From an optimization exercise on the open Yosys and OpenROAD flow, aimed at small area; shortcuts taken in it are not production practice. Power and IR drop assume default switching activity.

==> run G <==
// modbus_slave
module modbus_slave (
    input  wire        clk,
    input  wire        rst,
    input  wire [31:0] cfg_baud,
    input  wire [7:0]  cfg_slave_id,
    input  wire [15:0] cfg_base,
    input  wire [15:0] cfg_size,
    input  wire [31:0] cfg_timeout,
    input  wire        poll_req,
    output wire        poll_done,
    output wire [7:0]  alarm_code,
    output wire        busy,
    output wire        fault,
    input  wire        rx_avail,
    input  wire [7:0]  rx_data,
    output wire        rx_pop,
    output wire        tx_push,
    output reg  [7:0]  tx_data,
    output wire        tx_flush_req,
    input  wire        tx_flush_done,
    input  wire [31:0] clk_now,
    input  wire        tick_us,
    input  wire        dir_set,
    output wire        de,
    output wire        de_oe,
    output wire [15:0] st_idx,
    output wire        st_rd,
    input  wire [15:0] st_rdata,
    output wire        st_wr,
    output wire [15:0] st_wdata
);
clock: 10.0 ns
lec_check: 0
cap_margin: 20
core_margin: 2
core_utilization: 58
cts_buf_list: sky130_fd_sc_hd__clkbuf_16
cts_cluster_diameter: 80
cts_cluster_size: 30
slew_margin: 20
standard.sh (not shown) runs the stock make flow with config.mk's settings and CLKGATE_MAP_FILE= SYNTH_SCRIPT=/design/flow/synth_recipe.tcl, a recipe that flattens the netlist after the stock synthesis.
==> flow/flow/run.sh <==
#!/bin/bash
# Layout flow: the standard ORFS flow (standard.sh: unchanged synthesis,
# floorplan, placement, routing), except that
#  - every input and output port still gets its own buffer, but a
#    sky130_fd_sc_hd__buf_1 (the resizer upsizes or rebuffers where needed);
#  - clock-tree synthesis runs without dummy load cells.
# Each tool's full output stays in orfs/logs/; make's own output goes to
# flow_make.log in the work folder.
set -euo pipefail
CTS="-sink_clustering_enable -repair_clock_nets -dont_use_dummy_load"
CTS="$CTS -buf_list sky130_fd_sc_hd__clkbuf_8 -sink_clustering_size 20 -sink_clustering_max_diameter 60"
bash standard.sh "CTS_ARGS=$CTS" "BUFFER_PORTS_ARGS=-buffer_cell sky130_fd_sc_hd__buf_1" finish > flow_make.log 2>&1
==> inputs of run C, as changes to run G <==
--- a/flow/design.v
+++ b/flow/design.v
@@ -64,95 +64,64 @@
         S_HI    = 5'd12,
         S_LO    = 5'd13,
         S_CRC1  = 5'd14,
         S_CRC2  = 5'd15,
         S_FLUSH = 5'd16,
         S_HOLD  = 5'd17,
         S_DONE  = 5'd18,
-        S_FAULT = 5'd19,
-        S_DISPQ = 5'd22,     
-        S_DISPA = 5'd23,     
-        S_DISPB = 5'd24;     
+        S_FAULT = 5'd19;
     reg [4:0]  state;
     reg [8*L-1:0] ring;
     reg [5:0]  ph;
     reg [5:0]  cur;
     reg [26:0] acc;
-    reg        acc_c;
     reg [31:0] last_act;
     reg [15:0] crc;
-    wire [16:0] idx = acc[16:0];
-    wire [4:0]  rem = cur[4:0];
+    reg [16:0] idx;
+    reg [4:0]  rem;
     reg [2:0]  md;           
     reg        alarm;
     reg        dir_en;
     reg        first;        
     reg [4:0]  wph;          
     reg        wbr;          
     reg        wgt;          
     wire [7:0] r1 = ring[8*(L-1) +: 8];      
     wire [7:0] r2 = ring[8*(L-2) +: 8];      
     wire [7:0] r3 = ring[8*(L-3) +: 8];
     wire [7:0] r4 = ring[8*(L-4) +: 8];
     wire [7:0] r5 = ring[8*(L-5) +: 8];
     wire [7:0] r6 = ring[8*(L-6) +: 8];
     wire [7:0] r7 = ring[8*(L-7) +: 8];
-    function automatic [27:0] add27(input [26:0] a, input [26:0] b, input cin);
-        integer k;
-        reg c;
-        begin
-            c = cin;
-            for (k = 0; k < 27; k = k + 1) begin
-                add27[k] = a[k] ^ b[k] ^ c;
-                c = (a[k] & b[k]) | (c & (a[k] ^ b[k]));
-            end
-            add27[27] = c;
-        end
-    endfunction
     wire [7:0]  f_id   = r1;
-    wire [7:0]  f_fc   = r1;                 
+    wire [7:0]  f_fc   = r2;
     wire [15:0] f_addr = {r3, r4};
     wire [15:0] f_qty  = {r5, r6};
     wire [7:0]  f_bc   = r7;
-    function automatic gt16(input [15:0] a, input [15:0] b, input cin);
-        integer k;
-        reg c;
-        begin
-            c = cin;
-            for (k = 0; k < 16; k = k + 1)
-                c = (a[k] & ~b[k]) | (~(a[k] ^ b[k]) & c);
-            gt16 = c;
-        end
-    endfunction
-    wire        qty_gt  = md[0];                 
-    wire [15:0] f_qty1  = {r4, r5};          
-    wire        qty_gt29= (f_qty1[15:5] != 11'd0) || (f_qty1[4:1] == 4'b1111);
+    wire [16:0] sub     = {1'b0, f_addr} - {1'b0, cfg_base};
+    wire        addr_lt = sub[16];
+    wire        qty_gt  = f_qty > cfg_size;
+    wire        qty_gt29= f_qty > 16'd29;
     wire [4:0]  qty_sat = (f_qty[15:5] != 11'd0) ? 5'd31 : f_qty[4:0];
-    wire [27:0] lenm9   = add27({21'd0, cur}, 27'd55, 1'b0);   
-    wire [7:0]  f_bc1   = r6;                
-    wire        bc_ok_1 = (f_bc1[7:6] == 2'd0) && (f_bc1[5:0] == lenm9[5:0]) && (cur != 6'd8);
-    wire        bc_ok   = md[1];             
-    wire        frame_ok= (cur[5:3] != 3'd0) && (f_id == cfg_slave_id) && (crc == 16'd0);
-    wire        idx_out = idx[16] | gt16(idx[15:0], cfg_size, state != S_DISPQ);
-    reg         fast;
-    always @(posedge clk)
-        fast <= (cfg_baud[31:15] != 17'd0) || gt16({1'b0, cfg_baud[14:0]}, 16'd19200, 1'b0);
+    wire        bc_ok   = ({2'b00, f_bc} + 10'd9) == {4'b0000, cur};
+    wire        frame_ok= (cur > 6'd7) && (f_id == cfg_slave_id) && (crc == 16'd0);
+    wire        idx_out = idx >= {1'b0, cfg_size};
+    wire        fast    = cfg_baud > 32'd19200;
     wire [14:0] b       = fast ? 15'd20000 : cfg_baud[14:0];
     wire        done    = acc[26];
     wire        exc     = md[2];
     wire        is03    = (md == 3'b001);
     wire        pop     = (state == S_RXC) && (done || first);
     wire        cap     = (state == S_RXA) && rx_avail && (ph == cur);
     wire        ld15 = pop;
     wire        ld35 = (state == S_FLUSH) && tx_flush_done;
     wire        ld   = ld15 | ld35;
-    wire [27:0] ph_inc  = add27({21'd0, ph},  27'd0, 1'b1);
-    wire [27:0] wph_inc = add27({22'd0, wph}, 27'd0, 1'b1);
-    wire [27:0] cur_inc = add27({21'd0, cur}, 27'd0, 1'b1);
-    wire [27:0] rem_dec = add27({22'd0, rem}, {22'd0, 5'b11111}, 1'b0);
+    wire [26:0] acc_a = ld15 ? 27'd52108863 :
+                        ld35 ? 27'd32108863 : acc;
+    wire [26:0] acc_n = acc_a + {12'd0, (tick_us | ld) ? b : 15'd0};
     wire [15:0] crc_next;
     modbus_crc16 u_crc (.crc_in(crc), .data(tx_data), .crc_out(crc_next));
     wire        w_n   = clk_now[wph];
     wire        w_l   = last_act[0];
     wire        w_t   = cfg_timeout[wph];
     wire        w_bi  = (wph != 5'd0) && wbr;
     wire        w_gi  = (wph != 5'd0) && wgt;
@@ -171,33 +140,17 @@
     assign de_oe        = dir_en;
     assign de           = dir_en && ((state == S_TXH) || (state == S_RD) || (state == S_HI) ||
                                      (state == S_LO) || (state == S_CRC1) || (state == S_CRC2) ||
                                      (state == S_FLUSH));
     assign st_idx       = idx[15:0];
     assign st_wdata     = {r1, r2};
     assign st_rd        = (state == S_RD) && (rem != 5'd0);
-    wire   pmr_slot     = ph[0] && ((ph[5:3] != 3'd0) || (ph[2:1] == 2'b11));
+    wire   pmr_slot     = ph[0] && (ph >= 6'd7) && (ph != 6'd63);
     assign st_wr        = !idx_out && (((state == S_W06) && (ph == 6'd4)) ||
                                        ((state == S_PMR) && (rem != 5'd0) && pmr_slot));
-    wire        ldsub = (state == S_DISPA || state == S_TXH) && ph == 6'd0;
-    wire        ldq   = (state == S_DISP) && ph == 6'd0;
-    wire        step  = (state == S_DRY) || ((state == S_PMR) && pmr_slot) || (state == S_LO);
-    wire        cnt   = (state == S_RXA) || (state == S_RXB) || (state == S_RXC) || (state == S_HOLD);
-    localparam [26:0] K15 = 27'd52108863;    
-    localparam [26:0] K35 = 27'd32108863;    
-    wire [16:0] acc_a = ld15  ? K15[16:0] :
-                        ld35  ? K35[16:0] :
-                        ldsub ? {1'b0, f_addr} :
-                        ldq   ? {1'b0, f_qty} : acc[16:0];
-    wire [16:0] acc_b = ldsub ? {1'b1, ~cfg_base} :
-                        (ld | (tick_us & cnt)) ? {2'd0, b} : {16'd0, step};
-    wire [27:0] acc_w = add27({10'd0, acc_a}, {10'd0, acc_b}, ldsub);
-    wire        addr_lt = acc[16];           
-    wire [27:0] acc_h = add27({17'd0, acc[26:17]}, 27'd0, acc_c);
-    wire [26:0] acc_n = {ld15 ? K15[26:17] : ld35 ? K35[26:17] : acc_h[9:0], acc_w[16:0]};
     always @(*) begin
         case (state)
         S_HI:   tx_data = st_rdata[15:8];
         S_LO:   tx_data = st_rdata[7:0];
         S_CRC1: tx_data = exc ? crc[15:8] : crc[7:0];
         S_CRC2: tx_data = exc ? crc[7:0]  : crc[15:8];
         S_TXH: begin
@@ -209,34 +162,33 @@
                 tx_data = {r1[7] | (exc && ph == 6'd1), r1[6:0]};
         end
         default: tx_data = r1;
         endcase
     end
     always @(posedge clk) begin
         ring <= {ring[8*(L-1)-1:0], cap ? rx_data : r1};
-        ph   <= (ph == L-1 || rst) ? 6'd0 : ph_inc[5:0];
+        ph   <= (ph == L-1 || rst) ? 6'd0 : ph + 6'd1;
         acc  <= acc_n;
-        acc_c <= acc_w[17];
         wbr  <= w_bo;
         wgt  <= w_go;
         if (rst || (state == S_PSTART && rx_avail)) begin
             last_act <= clk_now;
             wph      <= 5'd0;
         end else begin
             last_act <= {last_act[0], last_act[31:1]};
-            wph      <= wph_inc[4:0];
+            wph      <= wph + 5'd1;
         end
         if (state == S_PSTART)
             first <= 1'b1;
         else if (pop)
             first <= 1'b0;
-        if (ldsub)
-            cur <= {1'b0, qty_sat};
-        else if (step)
-            cur <= {1'b0, rem_dec[4:0]};
+        if ((state == S_DISP || state == S_TXH) && ph == 6'd0) begin
+            idx <= sub;
+            rem <= qty_sat;
+        end
         if (state == S_PSTART || (pop && cur == 6'd63) || (state == S_TXW && ph == L-1))
             crc <= 16'hFFFF;
         else if (((state == S_RXB) && (ph == cur)) ||
                  (state == S_TXH) || (state == S_HI) || (state == S_LO))
             crc <= crc_next;
         if (rst) begin
             state    <= S_IDLE;
@@ -277,33 +229,23 @@
             end
             S_RXB: begin
                 if (ph == cur)
                     state <= S_RXC;
             end
             S_RXC: begin
                 if (pop) begin
-                    cur   <= cur_inc[5:0];
+                    cur   <= cur + 6'd1;
                     state <= S_RXA;
                 end
             end
             S_DISP: begin
-                if (ph == 6'd0)
-                    state <= frame_ok ? S_DISPQ : S_DONE;
-            end
-            S_DISPQ: begin
-                md    <= {1'b0, bc_ok_1, idx_out};
-                state <= S_DISPA;
-            end
-            S_DISPA: begin
-                if (ph == 6'd0)
-                    state <= S_DISPB;
-            end
-            S_DISPB: begin
-                begin
-                    if (f_fc == 8'h03) begin
+                if (ph == 6'd0) begin
+                    if (!frame_ok)
+                        state <= S_DONE;
+                    else if (f_fc == 8'h03) begin
                         if (addr_lt) begin
                             md <= 3'b110; state <= S_TXW;
                         end else if (qty_gt) begin
                             md <= 3'b111; state <= S_TXW;
                         end else if (qty_gt29)
                             state <= S_FAULT;
                         else begin
@@ -332,14 +274,16 @@
             end
             S_DRY: begin
                 if (rem == 5'd0)
                     state <= S_TXW;
                 else if (idx_out)
                     state <= S_FAULT;
                 else begin
+                    idx <= idx + 17'd1;
+                    rem <= rem - 5'd1;
                 end
             end
             S_W06: begin
                 if (ph == 6'd4)
                     state <= idx_out ? S_FAULT : S_TXW;
             end
             S_PMR: begin
@@ -347,14 +291,16 @@
                     state <= S_TXW;
                 else if (ph == L-1)
                     state <= S_FAULT;            
                 else if (pmr_slot) begin
                     if (idx_out)
                         state <= S_FAULT;
                     else begin
+                        idx <= idx + 17'd1;
+                        rem <= rem - 5'd1;
                     end
                 end
             end
             S_TXW: begin
                 if (ph == L-1)
                     state <= S_TXH;
             end
@@ -363,14 +309,16 @@
                     state <= is03 ? S_RD : S_CRC1;
             end
             S_RD: begin
                 state <= (rem == 5'd0) ? S_CRC1 : S_HI;
             end
             S_HI: state <= S_LO;
             S_LO: begin
+                idx   <= idx + 17'd1;
+                rem   <= rem - 5'd1;
                 state <= S_RD;
             end
             S_CRC1: state <= S_CRC2;
             S_CRC2: state <= S_FLUSH;
             S_FLUSH: begin
                 if (tx_flush_done)
                     state <= S_HOLD;
==> flow/run.sh (new file) <==
#!/bin/bash
# synth_recipe.tcl (not shown) runs the flow's synth.tcl, then flattens the netlist and writes it again
# the make line also repeats each setting of config.mk as NAME=value (left out here)
make -C /OpenROAD-flow-scripts/flow DESIGN_CONFIG=/design/flow/config.mk WORK_HOME=/design/flow/orfs CLKGATE_MAP_FILE= SYNTH_SCRIPT=/design/flow/synth_recipe.tcl finish
==> flow/config.mk (replaced) <==
export PLATFORM = sky130hd
export DESIGN_NAME = modbus_slave
export DESIGN_NICKNAME = modbus_slave
export VERILOG_FILES = /design/flow/design.v
export SDC_FILE = /design/flow/constraint.sdc
export NUM_CORES = 4
export LEC_CHECK = 0
export CAP_MARGIN = 20
export CORE_MARGIN = 2
export CORE_UTILIZATION = 55
export CTS_BUF_LIST = sky130_fd_sc_hd__clkbuf_4
export SLEW_MARGIN = 20
removed: flow/flow/run.sh
removed: flow/standard.sh
==> inputs of run A, as changes to run G <==
--- a/flow/design.v
+++ b/flow/design.v
@@ -66,16 +66,15 @@
         S_CRC1  = 5'd14,
         S_CRC2  = 5'd15,
         S_FLUSH = 5'd16,
         S_HOLD  = 5'd17,
         S_DONE  = 5'd18,
         S_FAULT = 5'd19,
         S_DISPQ = 5'd22,     
-        S_DISPA = 5'd23,     
-        S_DISPB = 5'd24;     
+        S_DISPA = 5'd23;     
     reg [4:0]  state;
     reg [8*L-1:0] ring;
     reg [5:0]  ph;
     reg [5:0]  cur;
     reg [26:0] acc;
     reg        acc_c;
     reg [31:0] last_act;
@@ -105,36 +104,33 @@
                 add27[k] = a[k] ^ b[k] ^ c;
                 c = (a[k] & b[k]) | (c & (a[k] ^ b[k]));
             end
             add27[27] = c;
         end
     endfunction
     wire [7:0]  f_id   = r1;
-    wire [7:0]  f_fc   = r1;                 
+    wire [7:0]  f_fc   = r2;
     wire [15:0] f_addr = {r3, r4};
     wire [15:0] f_qty  = {r5, r6};
     wire [7:0]  f_bc   = r7;
     function automatic gt16(input [15:0] a, input [15:0] b, input cin);
         integer k;
         reg c;
         begin
             c = cin;
             for (k = 0; k < 16; k = k + 1)
                 c = (a[k] & ~b[k]) | (~(a[k] ^ b[k]) & c);
             gt16 = c;
         end
     endfunction
     wire        qty_gt  = md[0];                 
-    wire [15:0] f_qty1  = {r4, r5};          
-    wire        qty_gt29= (f_qty1[15:5] != 11'd0) || (f_qty1[4:1] == 4'b1111);
+    wire        qty_gt29= (f_qty[15:5] != 11'd0) || (f_qty[4:1] == 4'b1111);
     wire [4:0]  qty_sat = (f_qty[15:5] != 11'd0) ? 5'd31 : f_qty[4:0];
     wire [27:0] lenm9   = add27({21'd0, cur}, 27'd55, 1'b0);   
-    wire [7:0]  f_bc1   = r6;                
-    wire        bc_ok_1 = (f_bc1[7:6] == 2'd0) && (f_bc1[5:0] == lenm9[5:0]) && (cur != 6'd8);
-    wire        bc_ok   = md[1];             
+    wire        bc_ok   = (f_bc[7:6] == 2'd0) && (f_bc[5:0] == lenm9[5:0]) && (cur != 6'd8);
     wire        frame_ok= (cur[5:3] != 3'd0) && (f_id == cfg_slave_id) && (crc == 16'd0);
     wire        idx_out = idx[16] | gt16(idx[15:0], cfg_size, state != S_DISPQ);
     reg         fast;
     always @(posedge clk)
         fast <= (cfg_baud[31:15] != 17'd0) || gt16({1'b0, cfg_baud[14:0]}, 16'd19200, 1'b0);
     wire [14:0] b       = fast ? 15'd20000 : cfg_baud[14:0];
     wire        done    = acc[26];
@@ -187,15 +183,15 @@
     wire [16:0] acc_a = ld15  ? K15[16:0] :
                         ld35  ? K35[16:0] :
                         ldsub ? {1'b0, f_addr} :
                         ldq   ? {1'b0, f_qty} : acc[16:0];
     wire [16:0] acc_b = ldsub ? {1'b1, ~cfg_base} :
                         (ld | (tick_us & cnt)) ? {2'd0, b} : {16'd0, step};
     wire [27:0] acc_w = add27({10'd0, acc_a}, {10'd0, acc_b}, ldsub);
-    wire        addr_lt = acc[16];           
+    wire        addr_lt = acc_w[16];
     wire [27:0] acc_h = add27({17'd0, acc[26:17]}, 27'd0, acc_c);
     wire [26:0] acc_n = {ld15 ? K15[26:17] : ld35 ? K35[26:17] : acc_h[9:0], acc_w[16:0]};
     always @(*) begin
         case (state)
         S_HI:   tx_data = st_rdata[15:8];
         S_LO:   tx_data = st_rdata[7:0];
         S_CRC1: tx_data = exc ? crc[15:8] : crc[7:0];
@@ -286,23 +282,19 @@
                 end
             end
             S_DISP: begin
                 if (ph == 6'd0)
                     state <= frame_ok ? S_DISPQ : S_DONE;
             end
             S_DISPQ: begin
-                md    <= {1'b0, bc_ok_1, idx_out};
+                md    <= {2'b00, idx_out};
                 state <= S_DISPA;
             end
             S_DISPA: begin
-                if (ph == 6'd0)
-                    state <= S_DISPB;
-            end
-            S_DISPB: begin
-                begin
+                if (ph == 6'd0) begin
                     if (f_fc == 8'h03) begin
                         if (addr_lt) begin
                             md <= 3'b110; state <= S_TXW;
                         end else if (qty_gt) begin
                             md <= 3'b111; state <= S_TXW;
                         end else if (qty_gt29)
                             state <= S_FAULT;
==> flow_summary.html <==
<table>
<tr><th>Metric</th><th>Value</th></tr>
<tr><th colspan="2">Status</th></tr>
<tr><td>Outcome</td><td>complete, no violations</td></tr>
<tr><th colspan="2">Cells and area</th></tr>
<tr><td># fillers</td><td>2,979</td></tr>
<tr><td>FFs &amp; Latches</td><td>631</td></tr>
<tr><td>Area occupied by registers</td><td>0.01272 sq mm</td></tr>
<tr><th colspan="2">GRT</th></tr>
<tr><td>Number of global-route vias before repair</td><td>14,610</td></tr>
<tr><th colspan="2">Floorplanning</th></tr>
<tr><td>Initial Utilization</td><td>55.48%</td></tr>
<tr><td>Core Rows</td><td>71</td></tr>
<tr><th colspan="2">Power</th></tr>
<tr><td>Highest ir drop seen on vdd</td><td>120.1 uV</td></tr>
<tr><td>Power Clock</td><td>1.99 mW</td></tr>
<tr><th colspan="2">Placed design</th></tr>
<tr><td>Post-placement worst setup slack</td><td>2.674 ns</td></tr>
<tr><th colspan="2">Synthesis</th></tr>
<tr><td>Ranking of synthesized cells by area</td><td>sky130_fd_sc_hd__dfxtp_1 60%, sky130_fd_sc_hd__ha_1 4.5%, sky130_fd_sc_hd__nand2_1 3.5%, sky130_fd_sc_hd__nor2_1 2.2%, sky130_fd_sc_hd__xnor2_1 2.1%</td></tr>
<tr><td>Post-synth top area share</td><td>59.87%</td></tr>
<tr><th colspan="2">CTS</th></tr>
<tr><td>Clock latency on the worst-skew pair</td><td>0.83 ns</td></tr>
</table>
the above is filed under run C

==> flow_summary.html <==
<table>
<tr><th>Metric</th><th>Value</th></tr>
<tr><th colspan="2">Status</th></tr>
<tr><td>Outcome</td><td>complete, no violations</td></tr>
<tr><th colspan="2">Placed design</th></tr>
<tr><td>Post-placement worst setup slack</td><td>-0.4003 ns</td></tr>
<tr><th colspan="2">Floorplanning</th></tr>
<tr><td>Core Rows</td><td>65</td></tr>
<tr><td>Initial Utilization</td><td>58.77%</td></tr>
<tr><th colspan="2">Cells and area</th></tr>
<tr><td>Area occupied by registers</td><td>0.01226 sq mm</td></tr>
<tr><td># fillers</td><td>2,480</td></tr>
<tr><td>FFs &amp; Latches</td><td>611</td></tr>
<tr><th colspan="2">Min path</th></tr>
<tr><td>Instance count along the most critical hold path</td><td>0</td></tr>
<tr><td>End of the worst hold path</td><td>ring[365]$_DFF_P_</td></tr>
<tr><th colspan="2">Synthesis</th></tr>
<tr><td>XOR/XNOR share of the synthesized area</td><td>2.537%</td></tr>
<tr><td>Post-synth top area share</td><td>65.63%</td></tr>
<tr><th colspan="2">Power</th></tr>
<tr><td>Power Clock</td><td>1.04 mW</td></tr>
<tr><td>Highest ir drop seen on vdd</td><td>153.2 uV</td></tr>
<tr><th colspan="2">CTS</th></tr>
<tr><td>Clock latency on the worst-skew pair</td><td>0.59 ns</td></tr>
</table>
the above is filed under run A

==> flow_summary.html <==
<table>
<tr><th>Metric</th><th>Value</th></tr>
<tr><th colspan="2">Cells and area</th></tr>
<tr><td>Area occupied by registers</td><td>0.01226 sq mm</td></tr>
<tr><td>FFs &amp; Latches</td><td>611</td></tr>
<tr><td># fillers</td><td>2,490</td></tr>
<tr><th colspan="2">Synthesis</th></tr>
<tr><td>Ranking of synthesized cells by area</td><td>sky130_fd_sc_hd__dfxtp_1 65%, sky130_fd_sc_hd__ha_1 3.1%, sky130_fd_sc_hd__mux2_2 2.6%, sky130_fd_sc_hd__mux4_2 2.4%, sky130_fd_sc_hd__fa_1 1.9%</td></tr>
<tr><td>Post-synth top area share</td><td>64.72%</td></tr>
<tr><th colspan="2">Power</th></tr>
<tr><td>Switching fraction of total power</td><td>28.76%</td></tr>
<tr><td>Highest ir drop seen on vdd</td><td>186.2 uV</td></tr>
<tr><th colspan="2">GRT</th></tr>
<tr><td>Number of global-route vias before repair</td><td>11,105</td></tr>
<tr><th colspan="2">Floorplanning</th></tr>
<tr><td>Core Rows</td><td>65</td></tr>
<tr><td>Initial Utilization</td><td>59.30%</td></tr>
<tr><th colspan="2">CTS</th></tr>
<tr><td>Clock latency on the worst-skew pair</td><td>0.60 ns</td></tr>
<tr><th colspan="2">Status</th></tr>
<tr><td>Outcome</td><td>complete, no violations</td></tr>
</table>
the above is filed under run G

Function was not checked in any run of this note: the RTL went through the layout flow alone.

## port drivers added, routing unchanged
Ports are ideal in the flow. The routed layouts listed here were re-timed in OpenROAD.
Step 1 (the two cells are an assumption about what drives the block):
set clk [get_ports {clk}]
set_driving_cell -lib_cell sky130_fd_sc_hd__clkbuf_16 $clk
set_driving_cell -lib_cell sky130_fd_sc_hd__buf_2 [delete_from_list [all_inputs] $clk]
Step 2 times the ports against the registers' clock, not the clock port: input delays grow and output delays shrink by t, the midpoint of the rising clock arrivals with the driver on.
Three values: ideal ports, drivers, drivers and shift; two values: the first two.
run | shift t [ns] | setup WS [ns] | latest minus earliest clock arrival (ns) | worst register clock-pin slew, ns | pins driven straight from the clock port
run G | 0.607 | 0.898 / 0.898 / 0.608 | 0.083 / 0.083 | 0.12 / 0.12 | 1
run C | 0.849 | 2.638 / 2.613 / 2.588 | 0.057 / 0.057 | 0.07 / 0.07 | 1
run A | 0.598 | 0.342 / 0.371 / -0.227 | 0.095 / 0.096 | 0.12 / 0.12 | 1
Met with ideal ports but missed after step 2: setup timing in run A. For run A, which loses most, drivers alone change the setup slack by +0.029 ns; drivers and shift together by -0.569 ns.
